What follows belongs to an exercise in optimizing a design on an open flow for small area; a production flow would make more cautious choices. The RTL was checked by simulation tests, not by an equivalence proof against the original design. The clock input has no modelled driver; a real chip could not lean on it and would need a root buffer or a full tree. Power figures rest on the tool's default switching activity, not on a simulated workload.

job 2558:
// daisy_core
module daisy_core (
    input  wire       clk,
    input  wire       rst,
    input  wire       op_valid,
    input  wire [3:0] op,
    output wire       cmd_ready,
    output wire       rx_active,
    output wire       hop_request,
    output reg        rdata_valid,
    output wire [7:0] rdata,
    output reg        radio_req,
    output wire       radio_channel,
    output reg        sink_byte_valid,
    output wire [7:0] sink_byte,
    output wire       sink_commit,
    output reg        sink_begin,
    output wire       sink_begin_chan
);
Size: about 67 flip-flops, about 33 I/O pins, about 2900 sq um of cells after synthesis.
export LEC_CHECK = 0
export CAP_MARGIN = 20
export CORE_MARGIN = 2
export CORE_UTILIZATION = 40
export SLEW_MARGIN = 20
create_clock -name core_clock -period 5.0 [get_ports {clk}]
standard.sh (not shown) runs the stock make flow with config.mk's settings and CLKGATE_MAP_FILE= SYNTH_SCRIPT=/design/flow/synth_recipe.tcl, a recipe that flattens the netlist after the stock synthesis.
==> flow/flow/run.sh <==
#!/bin/bash
# Layout flow: the standard flow with the standard synthesis unchanged;
# port buffers are buf_1, and the clock tree is built by flow/pre_cts.tcl.
set -euo pipefail
bash standard.sh synth > synth.log 2>&1
bash standard.sh finish \
  "BUFFER_PORTS_ARGS=-buffer_cell sky130_fd_sc_hd__buf_1" \
  "PRE_CTS_TCL=$PWD/flow/pre_cts.tcl" \
  > layout.log 2>&1
==> flow/flow/downsize.tcl <==
# Area recovery after placement: every combinational cell takes the smallest
# drive strength of its own function (the design has ample setup slack), then
# repair_design fixes any slew, capacitance or fanout limit this breaks.
proc my_cell_area {name} {
  return [get_property [lindex [get_lib_cells $name] 0] area]
}
set ndown 0
set saved 0.0
foreach inst [get_cells *] {
  set m [get_property $inst ref_name]
  if {![regexp {^(sky130_fd_sc_hd__[a-z0-9]+)_([0-9]+)$} $m -> base sz]} { continue }
  if {[regexp {df|dl|tap|fill|decap|conb|clkbuf|clkinv|clkdly|dlygate|dlymetal|buf_|bufbuf} $base]} { continue }
  set best $m
  set barea [my_cell_area $m]
  set area0 $barea
  foreach lc [get_lib_cells ${base}_*] {
    set n [get_name $lc]
    if {![regexp "^${base}_\[0-9\]+\$" $n]} { continue }
    set a [my_cell_area $n]
    if {$a < $barea} { set best $n; set barea $a }
  }
  if {$best ne $m} {
    if {![catch {replace_cell $inst $best}]} {
      incr ndown
      set saved [expr {$saved + $area0 - $barea}]
    }
  }
}
puts "downsized $ndown cells, [format %.1f $saved] um2"
estimate_parasitics -placement
repair_design
==> flow/flow/pre_cts.tcl <==
# Clock distribution for a small design: the clock port drives NCLUSTERS
# clock buffers directly, each placed at the centroid of one cluster of
# register clock pins and driving that cluster. Clusters are balanced
# k-means clusters of the placed clock pins (at most ceil(n/k) pins each).
# A buffer whose estimated clock-pin slew is high is upsized. This replaces
# TritonCTS's H-tree: clock_tree_synthesis becomes a no-op below.
source [file join [file dirname [info script]] downsize.tcl]

set nclusters 4
set bufcell sky130_fd_sc_hd__clkbuf_8
set bigcell sky130_fd_sc_hd__clkbuf_16
set slew_limit_ps 122.0
set block [ord::get_db_block]
set dbu [$block getDbUnitsPerMicron]
set clknet [$block findNet clk]
set pins {}
set xs {}
set ys {}
foreach it [$clknet getITerms] {
  set inst [$it getInst]
  set bb [$inst getBBox]
  lappend pins "[$inst getName]/[[$it getMTerm] getName]"
  lappend xs [expr {([$bb xMin] + [$bb xMax]) / 2.0 / $dbu}]
  lappend ys [expr {([$bb yMin] + [$bb yMax]) / 2.0 / $dbu}]
}
set n [llength $pins]
set cap [expr {($n + $nclusters - 1) / $nclusters}]
# initial centres: sinks spread along the sorted angle around the centroid
set mx 0.0
set my 0.0
for {set i 0} {$i < $n} {incr i} {
  set mx [expr {$mx + [lindex $xs $i] / $n}]
  set my [expr {$my + [lindex $ys $i] / $n}]
}
set order [lsort -real -indices [lmap x $xs y $ys {expr {atan2($y - $my, $x - $mx)}}]]
set cx {}
set cy {}
for {set k 0} {$k < $nclusters} {incr k} {
  set i [lindex $order [expr {int(($k + 0.5) * $n / $nclusters)}]]
  lappend cx [expr {($mx + [lindex $xs $i]) / 2.0}]
  lappend cy [expr {($my + [lindex $ys $i]) / 2.0}]
}
for {set iter 0} {$iter < 30} {incr iter} {
  # balanced assignment: nearest free centre, closest pairs first
  set pairs {}
  for {set i 0} {$i < $n} {incr i} {
    for {set k 0} {$k < $nclusters} {incr k} {
      set dd [expr {abs([lindex $xs $i] - [lindex $cx $k]) + abs([lindex $ys $i] - [lindex $cy $k])}]
      lappend pairs [list $dd $i $k]
    }
  }
  set pairs [lsort -real -index 0 $pairs]
  set assign [lrepeat $n -1]
  set used [lrepeat $nclusters 0]
  foreach p $pairs {
    lassign $p dd i k
    if {[lindex $assign $i] >= 0 || [lindex $used $k] >= $cap} { continue }
    lset assign $i $k
    lset used $k [expr {[lindex $used $k] + 1}]
  }
  set ncx {}
  set ncy {}
  for {set k 0} {$k < $nclusters} {incr k} {
    set sx 0.0; set sy 0.0; set m 0
    for {set i 0} {$i < $n} {incr i} {
      if {[lindex $assign $i] == $k} {
        set sx [expr {$sx + [lindex $xs $i]}]
        set sy [expr {$sy + [lindex $ys $i]}]
        incr m
      }
    }
    if {$m > 0} {
      lappend ncx [expr {$sx / $m}]
      lappend ncy [expr {$sy / $m}]
    } else {
      lappend ncx [lindex $cx $k]
      lappend ncy [lindex $cy $k]
    }
  }
  set cx $ncx
  set cy $ncy
}
set bufs {}
for {set k 0} {$k < $nclusters} {incr k} {
  set loads {}
  for {set i 0} {$i < $n} {incr i} {
    if {[lindex $assign $i] == $k} { lappend loads [get_pins [lindex $pins $i]] }
  }
  if {[llength $loads] == 0} { continue }
  puts "clock buffer $k at [lindex $cx $k] [lindex $cy $k] drives [llength $loads] clock pins"
  set buf [insert_buffer -buffer_cell $bufcell -net clk -load_pins $loads \
    -location [list [lindex $cx $k] [lindex $cy $k]] \
    -buffer_name clkbuf_leaf_$k -net_name clk_leaf_$k]
  lappend bufs [get_full_name $buf]
}
set_propagated_clock [all_clocks]
estimate_parasitics -placement
foreach b $bufs {
  set worst 0.0
  foreach pin [get_pins -of_objects [get_nets -of_objects [get_pins $b/X]] -filter "direction == input"] {
    foreach a {slew_max_rise slew_max_fall} {
      set s [get_property $pin $a]
      if {[string is double -strict $s] && $s > $worst} { set worst $s }
    }
  }
  # slews are in the library's time unit, ns
  puts "clock buffer $b: estimated clock-pin slew $worst ns"
  if {$worst > $slew_limit_ps / 1000.0} {
    puts "clock buffer $b: upsized to $bigcell"
    replace_cell [get_cells $b] $bigcell
  }
}
proc clock_tree_synthesis {args} { puts "clock_tree_synthesis skipped: clock buffers inserted by pre_cts.tcl" }
Per the final summary, job 2558 finished and its layout is clean on timing, DRC and antenna.
Relative to job 2558, the following input files were edited for job 7955:
-- flow/flow/downsize.tcl --
<<< job 2558, line 11
  if {![regexp {^(sky130_fd_sc_hd__[a-z0-9]+)_([0-9]+)$} $m -> base sz]} { continue }
  if {[regexp {df|dl|tap|fill|decap|conb|clkbuf|clkinv|clkdly|dlygate|dlymetal|buf_|bufbuf} $base]} { continue }
  set best $m
>>> job 7955, line 11
  if {![regexp {^(sky130_fd_sc_hd__[a-z0-9]+)_([0-9]+)$} $m -> base sz]} { continue }
  if {[regexp {__(e?df|dl|tap|fill|decap|conb|clkbuf|clkinv|clkdly)} $base]} { continue }
  set best $m
### Flow results
- On final period utilization, job 2558 and job 7955 are basically level.
- Job 7955 against job 2558: total wire length after detailed routing saw little to no change, met3 usage saw little to no change, utilization saw little to no change, layout overhead on the synthesized area saw little to no change.
- Fraction of power consumed by the clock network across job 2558 and job 7955: no real change.
- As far as number of tap cells inserted goes, job 2558 and job 7955 are indistinguishable; the numbers are identical.
- Diff job 2558..job 7955 | sequential share of layout area | unchanged
- On synthesized area per cell, job 2558 and job 7955 are neck and neck.
[inputs] job 7768 vs job 7955
-- flow/flow/pre_cts.tcl --
<<< job 7955, line 6
# TritonCTS's H-tree: clock_tree_synthesis becomes a no-op below.
source [file join [file dirname [info script]] downsize.tcl]

set nclusters 4
>>> job 7768, line 6
# TritonCTS's H-tree: clock_tree_synthesis becomes a no-op below.
set nclusters 4
<<< job 7955, line 11
set bigcell sky130_fd_sc_hd__clkbuf_16
set slew_limit_ps 122.0
set block [ord::get_db_block]
>>> job 7768, line 9
set bigcell sky130_fd_sc_hd__clkbuf_16
set slew_limit_ps 95.0
set block [ord::get_db_block]
<<< job 7955, line 90
  puts "clock buffer $k at [lindex $cx $k] [lindex $cy $k] drives [llength $loads] clock pins"
  set buf [insert_buffer -buffer_cell $bufcell -net clk -load_pins $loads \
    -location [list [lindex $cx $k] [lindex $cy $k]] \
    -buffer_name clkbuf_leaf_$k -net_name clk_leaf_$k]
  lappend bufs [get_full_name $buf]
}
>>> job 7768, line 88
  puts "clock buffer $k at [lindex $cx $k] [lindex $cy $k] drives [llength $loads] clock pins"
  insert_buffer -buffer_cell $bufcell -net clk -load_pins $loads \
    -location [list [lindex $cx $k] [lindex $cy $k]] \
    -buffer_name clkbuf_leaf_$k -net_name clk_leaf_$k
  lappend bufs clkbuf_leaf_$k
}
removed: flow/flow/downsize.tcl
--- outcome ---
- Cmp job 7768 vs job 7955: routed length on met2 higher in job 7768
- Internal power summed over all cells of job 7768 is on par with job 7955.
- Comparing job 7955 and job 7768, setup slack is lower on job 7955.
- Register-to-register slack: job 7768 > job 7955
- Per the comparison of job 7768 with job 7955, complex-gate fraction of the synthesized area has remained practically unchanged, worst hold margin has remained practically unchanged.
- Summary: final routed wirelength across all metal layers, job 7768 worse than job 7955
In every run of this note, the design's own scripts or RTL, not TritonCTS, make the clock network.

-- separate check: timing with driven ports --
No port has a modelled driver above. Below, the same layouts with a new extraction and two added sets of constraints.
Step 1 (the two cells are an assumption about what drives the block):
set clk [get_ports {clk}]
set_driving_cell -lib_cell sky130_fd_sc_hd__clkbuf_16 $clk
set_driving_cell -lib_cell sky130_fd_sc_hd__buf_2 [delete_from_list [all_inputs] $clk]
Step 2, shift: input delay + t, output delay - t, t = (earliest + latest rising clock arrival at the registers) / 2. This alone moves slack from input paths to output paths.
Three values: no drivers, after step 1, after step 2; two values: the first two.
run	shift t [ns]	setup WS [ns]	worst setup path after step 2	latest minus earliest clock arrival (ns)	pins driven straight from the clock port
job 2558	0.218	1.281 / 1.318 / 1.099	input to register	0.014 / 0.015	4
job 7955	0.218	1.281 / 1.318 / 1.099	input to register	0.014 / 0.015	4
job 7768	0.220	1.838 / 1.875 / 1.656	input to register	0.015 / 0.015	4
After both steps every run listed still meets setup and hold.
